Context: an optimization exercise on an open-source flow, tuned for small area, a short achievable clock period and few clock cycles. The choices shown serve that exercise and are no tape-out recipe.
The RTL was checked by simulation tests, not by an equivalence proof against the original design.
Power and IR drop assume default switching activity.

P:
// cmpsc_expand
module cmpsc_expand (
    input  wire        clk,
    input  wire        rst,
    input  wire        start,
    input  wire [3:0]  cdss,
    input  wire [18:0] origin_pg,      
    input  wire [2:0]  cbn_in,
    input  wire [30:0] src_addr_in,
    input  wire [31:0] src_len_in,
    input  wire [30:0] dst_addr_in,
    input  wire [31:0] dst_len_in,
    input  wire [31:0] budget,
    output wire        busy,
    output reg         done,
    output reg  [2:0]  status,
    output reg  [2:0]  cbn_out,
    output reg  [30:0] src_addr_out,
    output reg  [31:0] src_len_out,
    output reg  [30:0] dst_addr_out,
    output reg  [31:0] dst_len_out,
    output wire        mem_req,
    output wire        mem_we,
    output wire [27:0] mem_addr,
    output wire [63:0] mem_wdata,
    output wire [7:0]  mem_wstrb,
    input  wire        mem_gnt,
    input  wire        mem_rvalid,
    input  wire [63:0] mem_rdata
);
Size: about 3600 cells after synthesis, about 490 I/O pins, roughly 36000 um2 of cells after synthesis.
==> flow/config.mk <==
export PLATFORM = sky130hd
export DESIGN_NAME = cmpsc_expand
export DESIGN_NICKNAME = cmpsc_expand
export VERILOG_FILES = /design/flow/design.v
export SDC_FILE = /design/flow/constraint.sdc
export NUM_CORES = 4
export LEC_CHECK = 0
export ABC_CLOCK_PERIOD_IN_PS = 4000
export CAP_MARGIN = 20
export CORE_MARGIN = 2
export CORE_UTILIZATION = 55
export PLACE_DENSITY = 0.7
export SETUP_SLACK_MARGIN = 5
export SLEW_MARGIN = 20
==> flow/constraint.sdc <==
create_clock -name core_clock -period 10.0 [get_ports {clk}]
set_input_delay 2.0000 -clock core_clock [delete_from_list [all_inputs] [get_ports {clk}]]
set_output_delay 2.0000 -clock core_clock [all_outputs]
set_load 0.01 [all_outputs]
standard.sh (not shown) runs the stock make flow with config.mk's settings and CLKGATE_MAP_FILE= SYNTH_SCRIPT=/design/flow/synth_recipe.tcl, a recipe that flattens the netlist after the stock synthesis.
==> flow/flow/run.sh <==
#!/bin/bash
# The standard ORFS flow (standard synthesis included), with these changes:
# - the resizer may swap cells of a different footprint (so the port
#   buffers can be resized),
# - every input and output port still gets a buffer, a plain buf_1.
# make's output goes to layout.log; ORFS keeps each step's log under orfs/logs.
set -o pipefail
bash standard.sh \
    MATCH_CELL_FOOTPRINT=0 \
    SETUP_SLACK_MARGIN=6.5 \
    "BUFFER_PORTS_ARGS=-buffer_cell sky130_fd_sc_hd__buf_1" \
    finish > layout.log 2>&1
Testbench counts of P, summed over its fixed seeds: cycles 31,960.
Inputs modified between P and Q:
--- a/flow/design.v
+++ b/flow/design.v
@@ -104,21 +104,20 @@
         x_cbn    <= cbn_w[2:0];
         x_rsh    <= 5'd16 - {2'b0, cbn_w[2:0]} - {2'b0, c};
         x_cross  <= span > 4'd8;
         x_nextdw <= ({1'b0, lane} + {2'b0, adv}) >= 4'd8;
         x_short  <= (src_len_out[31:2] == 30'd0) && (src_len_out[1:0] < need);
         x_bud    <= committed && (rem[32] || (rem == 33'd0));
         x_dz     <= (dst_len_out == 32'd0);
         x_dhz    <= (dst_len_out[31:9] == 23'd0);
     end
     wire [27:0] src_dw   = src_addr_out[30:3];
-    wire        go_next  = xv && !x_short && !x_bud && sv && !(x_cross && !ahead) && !x_lit;
     function [27:0] ent_dw;
         input [12:0] p;
         reg   [4:0]  s;
         begin
             s      = {1'b0, origin[3:0]} + {1'b0, p[12:9]};
             ent_dw = {s[4] ? ohi1 : origin[14+4:4], s[3:0], p[8:0]};
         end
     endfunction
     wire [2:0]  e_psl    = ent[63:61];
     wire [1:0]  e_rsv    = ent[60:59];
@@ -351,36 +350,36 @@
                             if (!nxt) rv <= 1'b1;
                             state <= S_P2;
                         end
                     end
                 end
             end
             S_P2: begin
                 if (mem_rvalid) begin
                     ent   <= mem_rdata;
                     p_k0  <= {6'b0, dl} + {1'b0, mem_rdata[47:40]};
-                    raddr <= ent_dw(hops == 7'd1 ? x_idx : mem_rdata[60:48]);
+                    raddr <= ent_dw(mem_rdata[60:48]);
                     hops  <= hops - 7'd1;
                     nxt   <= 1'b0;
-                    if (free_nx && (hops != 7'd1 || go_next)) begin
+                    if (hops != 7'd1 && free_nx) begin
                         rv  <= 1'b1;
                         nxt <= 1'b1;
                     end
                     state <= S_P2C;
                 end
             end
             S_P2C: begin
                 if (!wv) begin
                     wload(dq + {22'b0, p_d}, e_dat, p_s1, p_s2);
                     if (hops == 7'd0) begin
                         commit_dst(sym_len);
-                        state <= nxt ? S_P1 : S_BOUND;
+                        state <= S_BOUND;
                     end else begin
                         if (!nxt) rv <= 1'b1;
                         state <= S_P2;
                     end
                 end else if (!nxt && hops != 7'd0 && free_nx) begin
                     rv  <= 1'b1;
                     nxt <= 1'b1;
                 end
             end
             S_DRAIN: begin
[summary]
- Destination of the critical timing path = raddr[15]: Q; destination of the critical timing path = raddr[17]: P
- Between Q and P, it is Q whose overall routing resource usage is higher, by 0.97 points.
- From P to Q the numbers moved as follows: cell-internal power went up; design area went down.
- Comparing Q and P, the higher total power draw is on Q.
- Of Q and P, Q shows the higher global-route wire length before repair, with P below it.
- Taking P as the reference point, the combinational share of power of Q rises by 1.1 points.
- Compared to P, Q has area after detailed placement 0.93% lower.
- Share of post-route cells with drive strength above 1 up 0.33 points in Q wrt P
- In the flow results for Q and P, the total length of routed wires is smaller on P.
Testbench counts of Q, summed over its fixed seeds: cycles 33,084.

re-timing with driven ports:
How much do the figures lean on ideal ports? The routed layouts below were timed once more, with nothing changed but the port constraints. Step 1 (the two cells are an assumption about what drives the block):
set clk [get_ports {clk}]
set_driving_cell -lib_cell sky130_fd_sc_hd__clkbuf_16 $clk
set_driving_cell -lib_cell sky130_fd_sc_hd__buf_2 [delete_from_list [all_inputs] $clk]
Step 2 moves the port delays by t, midway between the first and last clock arrival at a register: inputs arrive t later, outputs are due t later. That takes back most of the time a late clock gives input paths. Three values: no drivers, after step 1, after step 2; two values: the first two.
run | shift t [ns] | slack for setup (ns) | slew at the worst register clock pin (ns) | cell pins on the clock port's net
P | 0.680 | 6.213 / 6.233 / 5.562 | 0.06 / 0.06 | 1
Q | 0.716 | 6.179 / 6.200 / 5.492 | 0.07 / 0.07 | 1
After both steps every run listed still meets setup and hold. The setup slack of Q, which loses most, moves by +0.021 ns with the drivers and by -0.687 ns with both steps.
